This is an optimization exercise on Yosys and OpenROAD, whose aim is small area, a short achievable clock period and few clock cycles per item, not a production implementation. Only the layout flow was run in this run; the RTL was not checked for function there.

==> design.v <==
module wrs_fmd (
    input  wire               clk,
    input  wire               rst,         
    input  wire               cfg_valid,
    input  wire        [15:0] cfg_gain,    
    input  wire               in_valid,
    output wire               in_ready,
    input  wire signed [15:0] in_i,
    input  wire signed [15:0] in_q,
    output wire               out_valid,
    input  wire               out_ready,
    output wire signed [15:0] out_y        
);
    reg        [15:0] gain;
    reg signed [15:0] a_i, a_q;      
    reg signed [15:0] b_i, b_q;      
    reg               ov, sv;        
    reg        [15:0] oy, sy;        
    wire en      = ~sv;
    wire in_fire = in_valid & en;
    assign in_ready  = en;
    assign out_valid = ov;
    assign out_y     = oy;
    always @(posedge clk) begin
        if (rst) begin
            gain <= 16'h0100;
            a_i  <= 16'sd0;
            a_q  <= 16'sd0;
        end else if (cfg_valid) begin
            gain <= cfg_gain;
            a_i  <= 16'sd0;
            a_q  <= 16'sd0;
        end else if (in_fire) begin
            a_i  <= in_i;
            a_q  <= in_q;
        end
    end
    always @(posedge clk) begin
        if (in_fire) begin
            b_i <= a_i;
            b_q <= a_q;
        end
    end
    reg signed [32:0] re_q1;
    reg signed [32:0] im_q1;
    reg [0:0] sr_q2;
    reg [0:0] si_q2;
    reg [0:0] zf_q2;
    reg [31:0] x_q2;
    reg signed [31:0] y_q2;
    reg [0:0] sr_q3;
    reg [0:0] si_q3;
    reg [0:0] zf_q3;
    reg [31:0] x_q3;
    reg signed [31:0] y_q3;
    reg [0:0] d0_q3;
    reg [0:0] d1_q3;
    reg [0:0] sr_q4;
    reg [0:0] si_q4;
    reg [0:0] zf_q4;
    reg [31:0] x_q4;
    reg signed [29:0] y_q4;
    reg [0:0] d0_q4;
    reg [0:0] d1_q4;
    reg [0:0] d2_q4;
    reg [0:0] d3_q4;
    reg [0:0] sr_q5;
    reg [0:0] si_q5;
    reg [0:0] zf_q5;
    reg [31:0] x_q5;
    reg signed [27:0] y_q5;
    reg [0:0] d0_q5;
    reg [0:0] d1_q5;
    reg [0:0] d2_q5;
    reg [0:0] d3_q5;
    reg [0:0] d4_q5;
    reg [0:0] d5_q5;
    reg [0:0] sr_q6;
    reg [0:0] si_q6;
    reg [0:0] zf_q6;
    reg [31:0] x_q6;
    reg signed [25:0] y_q6;
    reg [0:0] d0_q6;
    reg [0:0] d1_q6;
    reg [0:0] d2_q6;
    reg [0:0] d3_q6;
    reg [0:0] d4_q6;
    reg [0:0] d5_q6;
    reg [0:0] d6_q6;
    reg [0:0] d7_q6;
    reg [0:0] sr_q7;
    reg [0:0] si_q7;
    reg [0:0] zf_q7;
    reg [31:0] x_q7;
    reg signed [23:0] y_q7;
    reg [0:0] d0_q7;
    reg [0:0] d1_q7;
    reg [0:0] d2_q7;
    reg [0:0] d3_q7;
    reg [0:0] d4_q7;
    reg [0:0] d5_q7;
    reg [0:0] d6_q7;
    reg [0:0] d7_q7;
    reg [0:0] d8_q7;
    reg [0:0] d9_q7;
    reg [0:0] sr_q8;
    reg [0:0] si_q8;
    reg [0:0] zf_q8;
    reg [31:0] x_q8;
    reg signed [21:0] y_q8;
    reg [0:0] d0_q8;
    reg [0:0] d1_q8;
    reg [0:0] d2_q8;
    reg [0:0] d3_q8;
    reg [0:0] d4_q8;
    reg [0:0] d5_q8;
    reg [0:0] d6_q8;
    reg [0:0] d7_q8;
    reg [0:0] d8_q8;
    reg [0:0] d9_q8;
    reg [0:0] d10_q8;
    reg [0:0] d11_q8;
    reg [0:0] sr_q9;
    reg [0:0] si_q9;
    reg [0:0] zf_q9;
    reg [31:0] x_q9;
    reg signed [19:0] y_q9;
    reg [0:0] d0_q9;
    reg [0:0] d1_q9;
    reg [0:0] d2_q9;
    reg [0:0] d3_q9;
    reg [0:0] d4_q9;
    reg [0:0] d5_q9;
    reg [0:0] d6_q9;
    reg [0:0] d7_q9;
    reg [0:0] d8_q9;
    reg [0:0] d9_q9;
    reg [0:0] d10_q9;
    reg [0:0] d11_q9;
    reg [0:0] d12_q9;
    reg [0:0] d13_q9;
    reg signed [19:0] theta_q10;
    reg signed [36:0] p_q11;
    reg [11:0] vld;    
    wire signed [32:0] re_c = a_i * b_i + a_q * b_q;
    wire signed [32:0] im_c = a_q * b_i - a_i * b_q;
    wire sr = re_q1[32];
    wire si = im_q1[32];
    wire zf_c = (re_q1 == 33'sd0) && (im_q1 == 33'sd0);
    wire [31:0] x_0 = (sr ? -re_q1 : re_q1);
    wire signed [31:0] y_0 = (sr ? -im_q1 : im_q1);
    wire s_0 = y_q2[31];
    wire [30:0] t_0 = y_q2[30:0] ^ {31{s_0}};
    wire [31:0] x_1 = x_q2 + {1'd0, t_0} + {31'd0, s_0};
    wire [31:0] xs_0 = x_q2[31:0];
    wire signed [31:0] y_1 = y_q2[31:0] + (xs_0 ^ {32{~s_0}}) + {31'd0, ~s_0};
    wire s_1 = y_1[31];
    wire [29:0] t_1 = y_1[30:1] ^ {30{s_1}};
    wire [31:0] x_2 = x_1 + {2'd0, t_1} + {31'd0, s_1};
    wire [31:0] xs_1 = {1'd0, x_1[31:1]};
    wire signed [31:0] y_2 = y_1[31:0] + (xs_1 ^ {32{~s_1}}) + {31'd0, ~s_1};
    wire s_2 = y_q3[31];
    wire [28:0] t_2 = y_q3[30:2] ^ {29{s_2}};
    wire [31:0] x_3 = x_q3 + {3'd0, t_2} + {31'd0, s_2};
    wire [30:0] xs_2 = {1'd0, x_q3[31:2]};
    wire signed [30:0] y_3 = y_q3[30:0] + (xs_2 ^ {31{~s_2}}) + {30'd0, ~s_2};
    wire s_3 = y_3[30];
    wire [26:0] t_3 = y_3[29:3] ^ {27{s_3}};
    wire [31:0] x_4 = x_3 + {5'd0, t_3} + {31'd0, s_3};
    wire [29:0] xs_3 = {1'd0, x_3[31:3]};
    wire signed [29:0] y_4 = y_3[29:0] + (xs_3 ^ {30{~s_3}}) + {29'd0, ~s_3};
    wire s_4 = y_q4[29];
    wire [24:0] t_4 = y_q4[28:4] ^ {25{s_4}};
    wire [31:0] x_5 = x_q4 + {7'd0, t_4} + {31'd0, s_4};
    wire [28:0] xs_4 = {1'd0, x_q4[31:4]};
    wire signed [28:0] y_5 = y_q4[28:0] + (xs_4 ^ {29{~s_4}}) + {28'd0, ~s_4};
    wire s_5 = y_5[28];
    wire [22:0] t_5 = y_5[27:5] ^ {23{s_5}};
    wire [31:0] x_6 = x_5 + {9'd0, t_5} + {31'd0, s_5};
    wire [27:0] xs_5 = {1'd0, x_5[31:5]};
    wire signed [27:0] y_6 = y_5[27:0] + (xs_5 ^ {28{~s_5}}) + {27'd0, ~s_5};
    wire s_6 = y_q5[27];
    wire [20:0] t_6 = y_q5[26:6] ^ {21{s_6}};
    wire [31:0] x_7 = x_q5 + {11'd0, t_6} + {31'd0, s_6};
    wire [26:0] xs_6 = {1'd0, x_q5[31:6]};
    wire signed [26:0] y_7 = y_q5[26:0] + (xs_6 ^ {27{~s_6}}) + {26'd0, ~s_6};
    wire s_7 = y_7[26];
    wire [18:0] t_7 = y_7[25:7] ^ {19{s_7}};
    wire [31:0] x_8 = x_7 + {13'd0, t_7} + {31'd0, s_7};
    wire [25:0] xs_7 = {1'd0, x_7[31:7]};
    wire signed [25:0] y_8 = y_7[25:0] + (xs_7 ^ {26{~s_7}}) + {25'd0, ~s_7};
    wire s_8 = y_q6[25];
    wire [16:0] t_8 = y_q6[24:8] ^ {17{s_8}};
    wire [31:0] x_9 = x_q6 + {15'd0, t_8} + {31'd0, s_8};
    wire [24:0] xs_8 = {1'd0, x_q6[31:8]};
    wire signed [24:0] y_9 = y_q6[24:0] + (xs_8 ^ {25{~s_8}}) + {24'd0, ~s_8};
    wire s_9 = y_9[24];
    wire [14:0] t_9 = y_9[23:9] ^ {15{s_9}};
    wire [31:0] x_10 = x_9 + {17'd0, t_9} + {31'd0, s_9};
    wire [23:0] xs_9 = {1'd0, x_9[31:9]};
    wire signed [23:0] y_10 = y_9[23:0] + (xs_9 ^ {24{~s_9}}) + {23'd0, ~s_9};
    wire s_10 = y_q7[23];
    wire [12:0] t_10 = y_q7[22:10] ^ {13{s_10}};
    wire [31:0] x_11 = x_q7 + {19'd0, t_10} + {31'd0, s_10};
    wire [22:0] xs_10 = {1'd0, x_q7[31:10]};
    wire signed [22:0] y_11 = y_q7[22:0] + (xs_10 ^ {23{~s_10}}) + {22'd0, ~s_10};
    wire s_11 = y_11[22];
    wire [10:0] t_11 = y_11[21:11] ^ {11{s_11}};
    wire [31:0] x_12 = x_11 + {21'd0, t_11} + {31'd0, s_11};
    wire [21:0] xs_11 = {1'd0, x_11[31:11]};
    wire signed [21:0] y_12 = y_11[21:0] + (xs_11 ^ {22{~s_11}}) + {21'd0, ~s_11};
    wire s_12 = y_q8[21];
    wire [8:0] t_12 = y_q8[20:12] ^ {9{s_12}};
    wire [31:0] x_13 = x_q8 + {23'd0, t_12} + {31'd0, s_12};
    wire [20:0] xs_12 = {1'd0, x_q8[31:12]};
    wire signed [20:0] y_13 = y_q8[20:0] + (xs_12 ^ {21{~s_12}}) + {20'd0, ~s_12};
    wire s_13 = y_13[20];
    wire [6:0] t_13 = y_13[19:13] ^ {7{s_13}};
    wire [31:0] x_14 = x_13 + {25'd0, t_13} + {31'd0, s_13};
    wire [19:0] xs_13 = {1'd0, x_13[31:13]};
    wire signed [19:0] y_14 = y_13[19:0] + (xs_13 ^ {20{~s_13}}) + {19'd0, ~s_13};
    wire s_14 = y_q9[19];
    wire [18:0] xs_14 = {1'd0, x_q9[31:14]};
    wire signed [18:0] y_15 = y_q9[18:0] + (xs_14 ^ {19{~s_14}}) + {18'd0, ~s_14};
    wire s_15 = y_15[18];
    wire signed [19:0] z0 = sr_q9 ? (si_q9 ? -20'sd131072 : 20'sd131072) : 20'sd0;
    wire signed [19:0] asum = (d0_q9 ? 20'sd32768 : 20'sd0) + (d1_q9 ? 20'sd19344 : 20'sd0) + (d2_q9 ? 20'sd10221 : 20'sd0) + (d3_q9 ? 20'sd5188 : 20'sd0) + (d4_q9 ? 20'sd2604 : 20'sd0) + (d5_q9 ? 20'sd1303 : 20'sd0) + (d6_q9 ? 20'sd652 : 20'sd0) + (d7_q9 ? 20'sd326 : 20'sd0) + (d8_q9 ? 20'sd163 : 20'sd0) + (d9_q9 ? 20'sd81 : 20'sd0) + (d10_q9 ? 20'sd41 : 20'sd0) + (d11_q9 ? 20'sd20 : 20'sd0) + (d12_q9 ? 20'sd10 : 20'sd0) + (d13_q9 ? 20'sd5 : 20'sd0) + (s_14 ? 20'sd3 : 20'sd0) + (s_15 ? 20'sd1 : 20'sd0);
    wire signed [19:0] th_raw = z0 + 20'sd72730 - (asum <<< 1);
    wire signed [19:0] theta_c = zf_q9 ? 20'sd0 : th_raw;
    wire signed [36:0] p_c = theta_q10 * $signed({1'b0, gain});
    wire signed [21:0] pr = (p_q11[36:15] + {21'd0, p_q11[14]});
    wire [15:0] res = (pr > 22'sd32767) ? 16'h7fff : (pr < -22'sd32768) ? 16'h8000 : pr[15:0];
    always @(posedge clk) begin
        if (en) begin
            re_q1 <= re_c;
            im_q1 <= im_c;
            sr_q2 <= sr;
            si_q2 <= si;
            zf_q2 <= zf_c;
            x_q2 <= x_0;
            y_q2 <= y_0;
            sr_q3 <= sr_q2;
            si_q3 <= si_q2;
            zf_q3 <= zf_q2;
            x_q3 <= x_2;
            y_q3 <= y_2;
            d0_q3 <= s_0;
            d1_q3 <= s_1;
            sr_q4 <= sr_q3;
            si_q4 <= si_q3;
            zf_q4 <= zf_q3;
            x_q4 <= x_4;
            y_q4 <= y_4;
            d0_q4 <= d0_q3;
            d1_q4 <= d1_q3;
            d2_q4 <= s_2;
            d3_q4 <= s_3;
            sr_q5 <= sr_q4;
            si_q5 <= si_q4;
            zf_q5 <= zf_q4;
            x_q5 <= x_6;
            y_q5 <= y_6;
            d0_q5 <= d0_q4;
            d1_q5 <= d1_q4;
            d2_q5 <= d2_q4;
            d3_q5 <= d3_q4;
            d4_q5 <= s_4;
            d5_q5 <= s_5;
            sr_q6 <= sr_q5;
            si_q6 <= si_q5;
            zf_q6 <= zf_q5;
            x_q6 <= x_8;
            y_q6 <= y_8;
            d0_q6 <= d0_q5;
            d1_q6 <= d1_q5;
            d2_q6 <= d2_q5;
            d3_q6 <= d3_q5;
            d4_q6 <= d4_q5;
            d5_q6 <= d5_q5;
            d6_q6 <= s_6;
            d7_q6 <= s_7;
            sr_q7 <= sr_q6;
            si_q7 <= si_q6;
            zf_q7 <= zf_q6;
            x_q7 <= x_10;
            y_q7 <= y_10;
            d0_q7 <= d0_q6;
            d1_q7 <= d1_q6;
            d2_q7 <= d2_q6;
            d3_q7 <= d3_q6;
            d4_q7 <= d4_q6;
            d5_q7 <= d5_q6;
            d6_q7 <= d6_q6;
            d7_q7 <= d7_q6;
            d8_q7 <= s_8;
            d9_q7 <= s_9;
            sr_q8 <= sr_q7;
            si_q8 <= si_q7;
            zf_q8 <= zf_q7;
            x_q8 <= x_12;
            y_q8 <= y_12;
            d0_q8 <= d0_q7;
            d1_q8 <= d1_q7;
            d2_q8 <= d2_q7;
            d3_q8 <= d3_q7;
            d4_q8 <= d4_q7;
            d5_q8 <= d5_q7;
            d6_q8 <= d6_q7;
            d7_q8 <= d7_q7;
            d8_q8 <= d8_q7;
            d9_q8 <= d9_q7;
            d10_q8 <= s_10;
            d11_q8 <= s_11;
            sr_q9 <= sr_q8;
            si_q9 <= si_q8;
            zf_q9 <= zf_q8;
            x_q9 <= x_14;
            y_q9 <= y_14;
            d0_q9 <= d0_q8;
            d1_q9 <= d1_q8;
            d2_q9 <= d2_q8;
            d3_q9 <= d3_q8;
            d4_q9 <= d4_q8;
            d5_q9 <= d5_q8;
            d6_q9 <= d6_q8;
            d7_q9 <= d7_q8;
            d8_q9 <= d8_q8;
            d9_q9 <= d9_q8;
            d10_q9 <= d10_q8;
            d11_q9 <= d11_q8;
            d12_q9 <= s_12;
            d13_q9 <= s_13;
            theta_q10 <= theta_c;
            p_q11 <= p_c;
        end
    end
    always @(posedge clk) begin
        if (rst)
            vld <= 12'd0;
        else if (en)
            vld <= {vld[10:0], in_fire};
    end
    wire last_v = vld[11];
    wire take = ~ov | out_ready;
    always @(posedge clk) begin
        if (rst) begin
            ov <= 1'b0;
            sv <= 1'b0;
        end else if (take) begin
            if (sv) begin
                oy <= sy;
                ov <= 1'b1;
                sv <= 1'b0;
            end else if (last_v) begin
                oy <= res;
                ov <= 1'b1;
            end else begin
                ov <= 1'b0;
            end
        end else if (en && last_v) begin
            sy <= res;
            sv <= 1'b1;
        end
    end
endmodule
==> run.sh <==
#!/bin/bash
# synth_recipe.tcl (not shown) runs the flow's synth.tcl, then flattens the netlist and writes it again
# the make line also repeats each setting of config.mk as NAME=value (left out here)
make -C /OpenROAD-flow-scripts/flow DESIGN_CONFIG=/design/flow/config.mk WORK_HOME=/design/flow/orfs CLKGATE_MAP_FILE= SYNTH_SCRIPT=/design/flow/synth_recipe.tcl finish
==> config.mk <==
export PLATFORM = sky130hd
export DESIGN_NAME = wrs_fmd
export DESIGN_NICKNAME = wrs_fmd
export VERILOG_FILES = /design/flow/design.v
export SDC_FILE = /design/flow/constraint.sdc
export NUM_CORES = 4
export LEC_CHECK = 0
export CAP_MARGIN = 20
export CORE_MARGIN = 2
export CORE_UTILIZATION = 40
export PLACE_DENSITY = 0.6
export SLEW_MARGIN = 20
==> constraint.sdc <==
create_clock -name core_clock -period 11.0 [get_ports {clk}]
set_input_delay 2.2000 -clock core_clock [delete_from_list [all_inputs] [get_ports {clk}]]
set_output_delay 2.2000 -clock core_clock [all_outputs]
set_load 0.01 [all_outputs]
==> key figures <==
Outcome
  – Status: finished clean

Route
  – Final ANT Viol Nets: 0
  – Residual DRC: 0
  – Total Routed Length: about 300,000 um
  – Initial drt markers: approximately 5,100
  – Via density: between 5 and 6
  – DR vias: between 80,000 and 90,000
  – Wire per inst: 18.6 um
  – DRT Pass-1 Iters: 5

Timing
  – Fmax: around 110 MHz
  – Worst setup margin: between 1500 and 2000 ps
  – Hold_ws: between 400 and 500 ps
  – Final Max Tran Viols: 0
  – Final clock skew: around 77 ps
  – Max_slew headroom: a little under a quarter
  – RSZ-0062 raised after global routing: false
  – Final hold vios: 0
  – Worst-Margin Slew: 1120 ps
  – Setup TNS: 0 ps
  – Final setup violation count: 0
  – Fin crit period: a little over 9000 ps
  – Final period util: slightly above 80%

CTS
  – CTS sink cnt: 770
  – Cts repair resizes: 0
  – Clk buf depth: 4
  – Inserted Clock Buffers: about 100
  – CTS tree: yes
  – Clk root buf: clkbuf_16
  – Post-CTS Hold Buffers: 0
  – Postcts setup bufs: 0
  – Clk Latency, worst-skew pair: around 840 ps
  – H-tree levels: 3
  – Clk slew on worst S/H paths: around 60 ps

Place
  – Dpl cells: around 16,000
  – Global placer's final weighted congestion: between 0.8 and 0.9
  – Dpl ws: 1950 ps
  – # port buffers: 70
  – Dpl cell area: between 100,000 and 150,000 um^2
  – Dpl hpwl: 246,000 um

Cells and area
  – Total Nets Final: about 15,000
  – Final std cells w/o fill: about 16,000
  – Commonest non-fill, non-tap cell in the layout: inv_1
  – Biggest regs: im_q1: 33 flops, re_q1: 33 flops
  – Post-route design area: between 100,000 and 150,000 um^2
  – Layout cells sized above 1: 3.25%
  – Layout Utilization: between 40 and 50%
  – Synth-to-layout area growth: 7.24%
  – Most frequent cells in the layout: inv_1 (1,876), fa_1 (1,534), nand2_1 (1,104)

GRT
  – Gr usage total: between 20% and 30%
  – Initial antenna violation count: 12
  – Global-route wire length before repair: just under 500,000 um
  – Largest net degree at the start of global routing: 157
  – GRT overflow: 0
  – Vias in the first global route: approximately 85,000

Run
  – Max Cap Viol: 0

Synth
  – Asr flop ratio synth: 0%
  – Warnings, synthesis: 1
  – Mapped Area: ~120,000 um^2
  – Most used DFF post-synth: edfxtp_1
  – Top cells by area, synth: fa_1 (26%), edfxtp_1 (18%), ha_1 (11%), xnor2_1 (7.8%), inv_1 (6.0%)
  – Synth area leader: fa_1
  – Syn Inst Count: 12,400
  – Post-synthesis sequential element count: 770
  – Syn Area/Cell: between 9 and 10 um^2
  – Syn Nets: ~15,000
  – Post-synth EDFFs: ~710
  – Seq/Total Area, Yosys: between 10% and 20%
  – Post-synth top area share: a little over a quarter
  – Unique masters post-synth: 96

Critical path
  – Crit path required time: 11,540 ps
  – R2R Setup Slk: 1900 ps
  – Crit Path Class: reg -> reg
  – Max FO, Critical Path: 18
  – Type of origin of the critical path: flip-flop
  – Worst EP arrival: about 9600 ps
  – CP endpoint kind: flip-flop

Min path
  – Hold WC Path Type: reg -> reg

Floorplan
  – FP Rows: ~200
  – CORE AREA: between 200,000 and 300,000 um^2
  – Die X: around 550 um
  – IO Pins: just over 70
  – Die Area: ~300,000 um^2
  – Starting density of the core: 40.1%
  – Die height: around 550 um
==> worst max-delay path, cell delays in order (launching register included) <==
cell	delay, ps
dfxtp_1	880
buf_4	390
and2_1	180
fa_1	420
inv_1	80
fa_1	420
inv_1	90
fa_1	460
fa_1	570
fa_1	430
fa_1	470
fa_1	500
inv_1	50
fa_1	470
inv_1	50
ha_1	310
o21ai_0	570
nand4bb_1	220
o21bai_1	140
o2111a_1	400
o311ai_0	790
a311oi_1	210
o21a_1	240
o21ai_0	180
nand2b_1	80
a21oi_1	170
xnor2_1	80
==> worst paths after layout <==
path,startpoint,end,cells after the start
max,a_q[7],re_q1[31],26
min,si_q8,si_q9,0
max reg2reg,a_q[7],re_q1[31],26
min reg2reg,si_q8,si_q9,0
==> final cells by class <==
class                           instances  area, um^2
Antenna cell                            9        22.5
Clock inverter                         66         842
Timing Repair Buffer                  186        1600
Inverter                             1881        7070
Sequential cell                       770       22500
Fill cell                           28700      167000
Clock buffer                          117        2650
Tap cell                             3919        4900
Multi-Input combinational cell       9346       86800
==> synthesized netlist by cell type, drive strengths merged, types with 23 or more instances <==
library cell,number
edfxtp,708
or2,34
nand3,168
and3,90
inv,1881
nor2,473
fa,1534
a211oi,61
and2,645
a31oi,67
xor2,474
nand2,1105
o211ai,42
or3,74
o21bai,91
a21boi,33
o21ai,379
nor3,147
nor2b,113
a21oi,613
mux2i,39
o31ai,47
nand4,62
clkbuf,332
mux2,23
o21a,103
xnor2,1054
ha,1073
a21o,278
buf,75
dfxtp,62
nand2b,149
and4,24
==> layer usage <==
layer	wire, um	GRT usage [%]	vias up
met3	13500	2.01	369
met1	136000	27.6	41700
li1	-	-	40400
met4	10200	6.18	4
met2	143000	33.8	1644
met5	27	0	-
==> cell families after synthesis <==
family | synth area share (%)
mux | 0.551
fa+ha+maj | 37.5
buf+inv | 7.31
flops | 19.1
simple gates | 13.3
compound gates | 10.9
xor+xnor | 11.4

## port drivers added, routing unchanged
No port has a modelled driver above. Below, the same layout with a new extraction and two added sets of constraints.
Step 1 assumes that a clkbuf_16 drives the clock port and a buf_2 every other input.
Step 2 adds t to the input delays and takes it off the output delays; t is the mean of the earliest and latest rising clock arrival at the registers after step 1. Input paths then give back, and output paths get back, about the clock's delay inside the block.
Three values: ideal, step 1, step 2; two values: the first two.
t, ns: 0.919
slack for setup (ns): 1.896 / 1.896 / 1.896
hold slack, ns: 0.403 / 0.403 / 0.403
latest minus earliest clock arrival (ns): 0.084 / 0.084
worst slew at a driven data input, ns: 0.18
After both steps this run still meets setup and hold. The setup slack of this run moves by 0.000 ns with the drivers and by 0.000 ns with both steps.
